Context: an optimization exercise on an open-source flow, tuned for small area, a short achievable clock period and few clock cycles per item. The choices shown serve that exercise and are no tape-out recipe. Power figures rest on the tool's default switching activity, not on a simulated workload.

Setup of trial 75:
==> flow/design.v <==
module sge_fsk_mod (
    input  wire       clk,
    input  wire       rst,
    input  wire       cfg_msb_first,    
    input  wire       cfg_invert_ss,    
    input  wire       in_valid,
    output wire       in_ready,
    input  wire [7:0] in_data,
    input  wire       in_last,
    output wire       out_valid,
    input  wire       out_ready,
    output wire [7:0] out_sample,
    output wire       out_last
);
    localparam [7:0]  SYNC_BYTE = 8'hAB;
    localparam [2:0] M_IDLE  = 3'd0;
    localparam [2:0] M_LEAD  = 3'd1;
    localparam [2:0] M_SYNC0 = 3'd2;
    localparam [2:0] M_SYNC1 = 3'd3;
    localparam [2:0] M_DATA  = 3'd4;
    localparam [2:0] M_TRAIL = 3'd5;
    reg  [2:0]  mode;       
    reg  [3:0]  bidx;       
    reg  [5:0]  samp;       
    reg         tone_q;     
    reg         nbit_q;     
    reg         last_q;     
    reg         ir_q;       
    reg         iv_q;       
    reg         ov_q;
    reg  [7:0]  os_q;
    reg         ol_q;
    assign in_ready   = ir_q;
    assign out_valid  = ov_q;
    assign out_sample = os_q;
    assign out_last   = ol_q;
    wire bit_end   = (samp == 6'd39);
    wire frame_end = bit_end && (bidx == 4'd15);
    wire stall     = (mode == M_DATA) && (bidx == 4'd0) && (samp == 6'd0) && !iv_q;
    wire have      = (mode != M_IDLE) && !stall;
    wire load      = have && (!ov_q || out_ready);
    function [6:0] qsin;
        input [6:0] k;
        begin
            case (k)
            7'd0: qsin = 7'd0;
            7'd1: qsin = 7'd3;
            7'd2: qsin = 7'd6;
            7'd3: qsin = 7'd9;
            7'd4: qsin = 7'd12;
            7'd5: qsin = 7'd16;
            7'd6: qsin = 7'd19;
            7'd7: qsin = 7'd22;
            7'd8: qsin = 7'd25;
            7'd9: qsin = 7'd28;
            7'd10: qsin = 7'd31;
            7'd11: qsin = 7'd34;
            7'd12: qsin = 7'd37;
            7'd13: qsin = 7'd40;
            7'd14: qsin = 7'd43;
            7'd15: qsin = 7'd46;
            7'd16: qsin = 7'd49;
            7'd17: qsin = 7'd51;
            7'd18: qsin = 7'd54;
            7'd19: qsin = 7'd57;
            7'd20: qsin = 7'd60;
            7'd21: qsin = 7'd63;
            7'd22: qsin = 7'd65;
            7'd23: qsin = 7'd68;
            7'd24: qsin = 7'd71;
            7'd25: qsin = 7'd73;
            7'd26: qsin = 7'd76;
            7'd27: qsin = 7'd78;
            7'd28: qsin = 7'd81;
            7'd29: qsin = 7'd83;
            7'd30: qsin = 7'd85;
            7'd31: qsin = 7'd88;
            7'd32: qsin = 7'd90;
            7'd33: qsin = 7'd92;
            7'd34: qsin = 7'd94;
            7'd35: qsin = 7'd96;
            7'd36: qsin = 7'd98;
            7'd37: qsin = 7'd100;
            7'd38: qsin = 7'd102;
            7'd39: qsin = 7'd104;
            7'd40: qsin = 7'd106;
            7'd41: qsin = 7'd107;
            7'd42: qsin = 7'd109;
            7'd43: qsin = 7'd111;
            7'd44: qsin = 7'd112;
            7'd45: qsin = 7'd113;
            7'd46: qsin = 7'd115;
            7'd47: qsin = 7'd116;
            7'd48: qsin = 7'd117;
            7'd49: qsin = 7'd118;
            7'd50: qsin = 7'd120;
            7'd51: qsin = 7'd121;
            7'd52: qsin = 7'd122;
            7'd53: qsin = 7'd122;
            7'd54: qsin = 7'd123;
            7'd55: qsin = 7'd124;
            7'd56: qsin = 7'd125;
            7'd57: qsin = 7'd125;
            7'd58: qsin = 7'd126;
            7'd59: qsin = 7'd126;
            7'd60: qsin = 7'd126;
            7'd61: qsin = 7'd127;
            7'd62: qsin = 7'd127;
            7'd63: qsin = 7'd127;
            7'd64: qsin = 7'd127;
            default: qsin = 7'd0;
            endcase
        end
    endfunction
    reg  [3:1] ph1;    
    reg  [7:4] ph4;    
    reg         c4;
    reg  [11:8] ph8;    
    reg         c8;
    reg  [15:12] ph12;    
    reg         c12;
    reg  [19:16] ph16;    
    reg         c16;
    reg  [23:20] ph20;    
    reg         c20;
    reg  [31:24] ph24;    
    reg         c24;
    wire        tone_a7 = ahead7 ? nbit_q : tone_q;
    wire [3:0] sum1 = {1'b0, ph1} + (tone_a7 ? 4'd3 : 4'd6) + 1'b0;
    wire        tone_a6 = ahead6 ? nbit_q : tone_q;
    wire [4:0] sum4 = {1'b0, ph4} + (tone_a6 ? 5'd6 : 5'd11) + c4;
    wire        tone_a5 = ahead5 ? nbit_q : tone_q;
    wire [4:0] sum8 = {1'b0, ph8} + (tone_a5 ? 5'd6 : 5'd11) + c8;
    wire        tone_a4 = ahead4 ? nbit_q : tone_q;
    wire [4:0] sum12 = {1'b0, ph12} + (tone_a4 ? 5'd6 : 5'd11) + c12;
    wire        tone_a3 = ahead3 ? nbit_q : tone_q;
    wire [4:0] sum16 = {1'b0, ph16} + (tone_a3 ? 5'd6 : 5'd11) + c16;
    wire        tone_a2 = ahead2 ? nbit_q : tone_q;
    wire [4:0] sum20 = {1'b0, ph20} + (tone_a2 ? 5'd6 : 5'd11) + c20;
    wire        tone_a1 = ahead1 ? nbit_q : tone_q;
    wire [8:0] sum24 = {1'b0, ph24} + (tone_a1 ? 9'd6 : 9'd11) + c24;
    always @(posedge clk) begin
        if (rst) begin
            ph1 <= 3'd5;
            ph4 <= 4'd6;
            c4 <= 1'b0;
            ph8 <= 4'd15;
            c8 <= 1'b1;
            ph12 <= 4'd9;
            c12 <= 1'b0;
            ph16 <= 4'd3;
            c16 <= 1'b0;
            ph20 <= 4'd12;
            c20 <= 1'b1;
            ph24 <= 8'd6;
            c24 <= 1'b0;
        end else if (load) begin
            ph1 <= sum1[2:0];
            c4 <= sum1[3];
            ph4 <= sum4[3:0];
            c8 <= sum4[4];
            ph8 <= sum8[3:0];
            c12 <= sum8[4];
            ph12 <= sum12[3:0];
            c16 <= sum12[4];
            ph16 <= sum16[3:0];
            c20 <= sum16[4];
            ph20 <= sum20[3:0];
            c24 <= sum20[4];
            ph24 <= sum24[7:0];
        end
    end
    wire ahead1 = (samp >= 6'd39);
    wire ahead2 = (samp >= 6'd38);
    wire ahead3 = (samp >= 6'd37);
    wire ahead4 = (samp >= 6'd36);
    wire ahead5 = (samp >= 6'd35);
    wire ahead6 = (samp >= 6'd34);
    wire ahead7 = (samp >= 6'd33);
    reg        sg_q;
    reg  [6:0] k_q;
    wire [6:0] k_n = ph24[30] ? (7'd0 - ph24[30:24]) : ph24[30:24];
    wire [6:0] m_q = qsin(k_q);
    wire [7:0] sine_q = sg_q ? (8'd0 - {1'b0, m_q}) : {1'b0, m_q};
    always @(posedge clk) begin
        if (rst) begin
            sg_q <= 1'b0;
            k_q  <= 7'd0;
        end else if (load) begin
            sg_q <= ph24[31];
            k_q  <= k_n;
        end
    end
    reg  [2:0] n_mode;
    reg  [3:0] n_bidx;
    always @(*) begin
        n_mode = mode;
        n_bidx = bidx + 4'd1;
        if (bidx == 4'd15) begin
            case (mode)
                M_LEAD:  n_mode = M_SYNC0;
                M_SYNC0: n_mode = M_SYNC1;
                M_SYNC1: n_mode = M_DATA;
                M_DATA:  n_mode = last_q ? M_TRAIL : M_DATA;
                default: n_mode = M_LEAD;     
            endcase
            if (n_mode == M_LEAD || n_mode == M_TRAIL)
                n_bidx = 4'd14;
        end
    end
    wire       n_tonepart = (n_mode == M_LEAD) || (n_mode == M_TRAIL);
    wire [2:0] d_idx = cfg_msb_first ? {n_bidx[2], ~n_bidx[1:0]} : {~n_bidx[2], n_bidx[1:0]};
    wire [2:0] s_idx = {n_bidx[2], ~n_bidx[1:0]};
    reg n_bit;
    always @(*) begin
        if (n_tonepart)
            n_bit = 1'b1;
        else if (n_bidx < 4'd4)
            n_bit = cfg_invert_ss;
        else if (n_bidx < 4'd12)
            n_bit = (n_mode == M_DATA) ? in_data[d_idx] : SYNC_BYTE[s_idx];
        else
            n_bit = !cfg_invert_ss;
    end
    always @(posedge clk) begin
        if (rst) begin
            mode <= M_IDLE;
            ir_q <= 1'b0;
            ov_q <= 1'b0;
            iv_q <= 1'b0;
        end else begin
            iv_q <= in_valid && !ir_q;
            if (ir_q && in_valid)
                ir_q <= 1'b0;
            if (mode == M_IDLE && in_valid)
                mode <= M_LEAD;
            if (!ov_q || out_ready)
                ov_q <= have;
            if (load) begin
                if (frame_end)
                    mode <= (mode == M_TRAIL) ? (in_valid ? M_LEAD : M_IDLE) : n_mode;
                if ((mode == M_DATA) && (bidx == 4'd11) && bit_end)
                    ir_q <= 1'b1;
            end
        end
    end
    always @(posedge clk) begin
        nbit_q <= n_bit;
        if (ir_q && in_valid)
            last_q <= in_last;
        if (mode == M_IDLE) begin
            bidx   <= 4'd14;
            samp   <= 6'd0;
            tone_q <= 1'b1;
        end
        if (load) begin
            os_q <= sine_q;
            ol_q <= (mode == M_TRAIL) && frame_end;
            if (bit_end) begin
                samp   <= 6'd0;
                bidx   <= n_bidx;
                tone_q <= nbit_q;
            end else begin
                samp <= samp + 6'd1;
            end
        end
    end
endmodule
==> flow/config.mk <==
export PLATFORM = sky130hd
export DESIGN_NAME = sge_fsk_mod
export DESIGN_NICKNAME = sge_fsk_mod
export VERILOG_FILES = /design/flow/design.v
export SDC_FILE = /design/flow/constraint.sdc
export NUM_CORES = 4
export LEC_CHECK = 0
export ABC_AREA = 1
export CAP_MARGIN = 20
export CORE_MARGIN = 2
export CORE_UTILIZATION = 40
export SETUP_SLACK_MARGIN = 5
export SLEW_MARGIN = 20
==> flow/constraint.sdc <==
create_clock -name core_clock -period 8.5 [get_ports {clk}]
set_input_delay 1.7000 -clock core_clock [delete_from_list [all_inputs] [get_ports {clk}]]
set_output_delay 1.7000 -clock core_clock [all_outputs]
set_load 0.01 [all_outputs]
standard.sh (not shown) runs the stock make flow with config.mk's settings and CLKGATE_MAP_FILE= SYNTH_SCRIPT=/design/flow/synth_recipe.tcl, a recipe that flattens the netlist after the stock synthesis.
==> flow/flow/run.sh <==
#!/bin/bash
# The standard layout (the standard.sh), with synthesis leaving full and
# half adders as plain gates for abc instead of mapping them to adder cells.
set -euo pipefail
export ADDER_MAP_FILE=
bash standard.sh finish > flow.log 2>&1
> inputs changed (trial 75 -> build 54)
==> flow/run.sh (new file) <==
#!/bin/bash
# synth_recipe.tcl (not shown) runs the flow's synth.tcl, then flattens the netlist and writes it again
# the make line also repeats each setting of config.mk as NAME=value (left out here)
make -C /OpenROAD-flow-scripts/flow DESIGN_CONFIG=/design/flow/config.mk WORK_HOME=/design/flow/orfs CLKGATE_MAP_FILE= SYNTH_SCRIPT=/design/flow/synth_recipe.tcl finish
removed: flow/flow/run.sh
removed: flow/standard.sh
Results
Trial 75 → build 54: maximum fanout encountered on the critical timing path went down by 2; sequential share of layout area went down by 1.4 points; maximum frequency went down by about 0.8%; total wire length was more or less identical; post-route cell area went up by 4.9%. Against trial 75, build 54 comes in 1.3 points higher on area added between synthesis and finish. When the final numbers for trial 75 and build 54 were put side by side, the post-synthesis share of cell area spent on xor and xnor gates turned out to be smaller in trial 75. Compared with trial 75, build 54 shows synthesized cell count that has gone down by a little under 10%. Relative contribution of combinational cells to total power in build 54 is 4.6 points above trial 75. Build 54 against trial 75: number of logic stages on the critical path including buffering now sits higher, power went up by 79 uW.
Function was not checked in any run of this note: the RTL went through the layout flow alone.

---

sge_fsk_mod, a different RTL version from the one above (not shown whole).
Size: roughly 420 cells after synthesis, roughly 26 I/O pins, ~4100 um^2 of cells after synthesis.
clock: 8.5 ns
lec_check: 0
abc_area: 1
cap_margin: 20
core_margin: 2
core_utilization: 40
setup_slack_margin: 5
slew_margin: 20
==> flow/flow/run.sh <==
#!/bin/bash
# The standard layout (the standard.sh) with two changes:
# - after the standard synthesis, the combinational logic is mapped again by
#   abc with a stronger area script (flow/reopt.sh); every register keeps its
#   cell, name and connections;
# - the port buffers are buf_2 cells instead of the default choice.
# Synthesis leaves full and half adders as plain gates (no adder cells).
set -euo pipefail
export ADDER_MAP_FILE=
export BUFFER_PORTS_ARGS="-buffer_cell sky130_fd_sc_hd__buf_2"
R=orfs/results/$FLOW_PLATFORM/sge_fsk_mod/base
bash standard.sh synth > synth.log 2>&1
cp $R/1_2_yosys.v std_synth.v
bash flow/reopt.sh std_synth.v $R/1_2_yosys.v reopt $PWD/flow/abc_deep.script > reopt_summary.log 2>&1
rm -f $R/1_synth.odb
bash standard.sh SETUP_SLACK_MARGIN=6 finish > flow.log 2>&1
Other scripts of this flow, unchanged in this note and not shown: flow/flow/abc_deep.script, flow/flow/cells2v.py, flow/flow/reopt.sh
Next try:
--- a/flow/flow/run.sh
+++ b/flow/flow/run.sh
@@ -12,5 +12,5 @@
 bash standard.sh synth > synth.log 2>&1
 cp $R/1_2_yosys.v std_synth.v
-bash flow/reopt.sh std_synth.v $R/1_2_yosys.v reopt $PWD/flow/abc_deep.script > reopt_summary.log 2>&1
+cp std_synth.v $R/1_2_yosys.v
 rm -f $R/1_synth.odb
-bash standard.sh SETUP_SLACK_MARGIN=6 finish > flow.log 2>&1
+bash standard.sh finish > flow.log 2>&1
The changed run passed the timing, design-rule and antenna checks. Worst setup slack improves by 0.35 ns. Design area drops slightly. Global-route usage is higher by 0.11 points. Cell count is higher by a quarter to a third. Core utilization came out lower by 9.4 points. Routed wire length goes up by roughly a tenth.
Next try:
--- a/flow/flow/run.sh
+++ b/flow/flow/run.sh
@@ -12,5 +12,5 @@
 bash standard.sh synth > synth.log 2>&1
 cp $R/1_2_yosys.v std_synth.v
-cp std_synth.v $R/1_2_yosys.v
+bash flow/reopt.sh std_synth.v $R/1_2_yosys.v reopt $PWD/flow/abc_deep.script > reopt_summary.log 2>&1
 rm -f $R/1_synth.odb
 bash standard.sh finish > flow.log 2>&1
What happened: The changed run completed without violations. First-iteration DRC count is lower by well over a third. Via count is lower by a quarter to a third. Final cell count is lower by a quarter to a third. Wire length is lower by a quarter to a third. Combinational power is lower by a quarter to a third. Worst hold slack loses 0.044 ns. Clock skew is higher by 0.0044 ns. Setup slack loses 0.44 ns. Sequential share of layout area is higher by 6.0 points.
Function was not checked in any run of this note: the RTL went through the layout flow alone.

---

sge_fsk_mod, a different RTL version from the one above (not shown whole).
Size in the first run: ~520 cells after synthesis, roughly 3600 um^2 of cells after synthesis.
export LEC_CHECK = 0
export ABC_AREA = 1
export CAP_MARGIN = 20
export CORE_MARGIN = 2
export CORE_UTILIZATION = 40
export SETUP_SLACK_MARGIN = 5
export SLEW_MARGIN = 20
create_clock -name core_clock -period 8.5 [get_ports {clk}]
==> flow/flow/run.sh <==
#!/bin/bash
# The standard layout (the standard.sh) with two changes:
# - after the standard synthesis, the combinational logic is mapped again by
#   abc with a stronger area script (flow/reopt.sh); every register keeps its
#   cell, name and connections;
# - the port buffers are buf_2 cells instead of the default choice.
# Synthesis leaves full and half adders as plain gates (no adder cells).
set -euo pipefail
export ADDER_MAP_FILE=
export BUFFER_PORTS_ARGS="-buffer_cell sky130_fd_sc_hd__buf_2"
R=orfs/results/$FLOW_PLATFORM/sge_fsk_mod/base
bash standard.sh synth > synth.log 2>&1
cp $R/1_2_yosys.v std_synth.v
bash flow/reopt.sh std_synth.v $R/1_2_yosys.v reopt $PWD/flow/abc_deep.script > reopt_summary.log 2>&1
rm -f $R/1_synth.odb
bash standard.sh SETUP_SLACK_MARGIN=5.6 finish > flow.log 2>&1
==> flow/flow/abc_deep.script <==
strash
&get -n
&deepsyn -T 30
&put
dch -f
map -a
Other scripts of this flow, unchanged in this note and not shown: flow/flow/cells2v.py, flow/flow/reopt.sh
The starting point passed the timing, design-rule and antenna checks.
Change:
--- a/flow/flow/run.sh
+++ b/flow/flow/run.sh
@@ -14,3 +14,3 @@
 bash flow/reopt.sh std_synth.v $R/1_2_yosys.v reopt $PWD/flow/abc_deep.script > reopt_summary.log 2>&1
 rm -f $R/1_synth.odb
-bash standard.sh SETUP_SLACK_MARGIN=5.6 finish > flow.log 2>&1
+bash standard.sh finish > flow.log 2>&1
==> flow/flow/abc_deep.script (replaced) <==
strash
&get -n
&deepsyn -T 60
&dch -f
&nf -R 1000
&put
Outcome:
- The new run went through all stages and came out clean
- setup slack is worse by 0.23 ns
- wire length went down by 26%
- maximum frequency shrinks by 6.9%
- die area shrinks by 1.7%
- hold slack hardly moves
- count of clock-buffer cells in the layout stays the same
- cell area goes down by 21%
- global-route usage decreases by 4.0 points
- power falls by 6.7%
- critical path depth goes down by 9
- clock power rose by 14%
Change:
--- a/flow/flow/run.sh
+++ b/flow/flow/run.sh
@@ -14,3 +14,3 @@
 bash flow/reopt.sh std_synth.v $R/1_2_yosys.v reopt $PWD/flow/abc_deep.script > reopt_summary.log 2>&1
 rm -f $R/1_synth.odb
-bash standard.sh finish > flow.log 2>&1
+bash standard.sh SETUP_SLACK_MARGIN=5.3 finish > flow.log 2>&1
==> flow/flow/abc_deep.script (replaced) <==
strash
&get -n
&deepsyn -T 30
&put
dch -f
map -a
The changed run ran to the end with no violations.
Global-route usage rose by 0.93 points.
Setup slack improves by 0.25 ns.
Flip-flop and latch count stays the same.
Final cell count grows by 16%.
Change:
--- a/flow/flow/run.sh
+++ b/flow/flow/run.sh
@@ -14,3 +14,3 @@
 bash flow/reopt.sh std_synth.v $R/1_2_yosys.v reopt $PWD/flow/abc_deep.script > reopt_summary.log 2>&1
 rm -f $R/1_synth.odb
-bash standard.sh SETUP_SLACK_MARGIN=5.3 finish > flow.log 2>&1
+bash standard.sh SETUP_SLACK_MARGIN=6 finish > flow.log 2>&1
=> Cell area rose by 40%; fmax fell by 1.2%; wire length rose by 56%; total power rose by 17%; synthesized cell count stays the same; first-iteration DRC count rose by 49%; sequential share of layout area fell by 8.4 points; combinational power rose by 78%.
No run of this note included a check of the RTL's function; only the layout flow was run.

## what the ideal ports hide
The flow's constraints put no driver on any port. The routed layouts listed below were extracted and timed again, unchanged, in two steps. Step 1: set_driving_cell puts a clkbuf_16 on clk and a buf_2 on each other input, an assumption about the parent block. Step 2, shift: input delay + t, output delay - t, t = (earliest + latest rising clock arrival at the registers) / 2. This alone moves slack from input paths to output paths. Slacks: ideal ports / drivers / drivers and shift; pairs: ideal ports / drivers.
| run | t (ns) | slack for setup (ns) | worst setup path at the end | latest minus earliest clock arrival (ns) | worst register clock-pin slew, ns |
|---|---|---|---|---|---|
| trial 75 | 0.385 | 5.127 / 5.143 / 4.758 | input to register | 0.004 / 0.004 | 0.06 / 0.06 |
| build 54 | 0.370 | 5.099 / 5.117 / 4.747 | input to register | 0.006 / 0.006 | 0.06 / 0.06 |
| the first run of note 2 | 0.374 | 5.175 / 5.175 / 5.175 | register to register | 0.008 / 0.009 | 0.08 / 0.08 |
| the second run of note 2 | 0.365 | 5.529 / 5.549 / 5.183 | input to register | 0.009 / 0.009 | 0.06 / 0.06 |
| the third run of note 2 | 0.370 | 5.090 / 5.090 / 4.848 | input to register | 0.011 / 0.011 | 0.08 / 0.08 |
| the first run of note 3 | 0.377 | 5.388 / 5.388 / 5.119 | input to register | 0.011 / 0.011 | 0.07 / 0.07 |
| the second run of note 3 | 0.358 | 5.156 / 5.167 / 4.809 | input to register | 0.008 / 0.008 | 0.07 / 0.07 |
| the third run of note 3 | 0.367 | 5.406 / 5.406 / 5.108 | input to register | 0.016 / 0.016 | 0.08 / 0.08 |
| the fourth run of note 3 | 0.381 | 5.368 / 5.368 / 5.153 | input to register | 0.012 / 0.012 | 0.08 / 0.08 |
After both steps every run listed still meets setup and hold. For trial 75, which loses most, drivers alone change the setup slack by +0.016 ns; drivers and shift together by -0.369 ns.
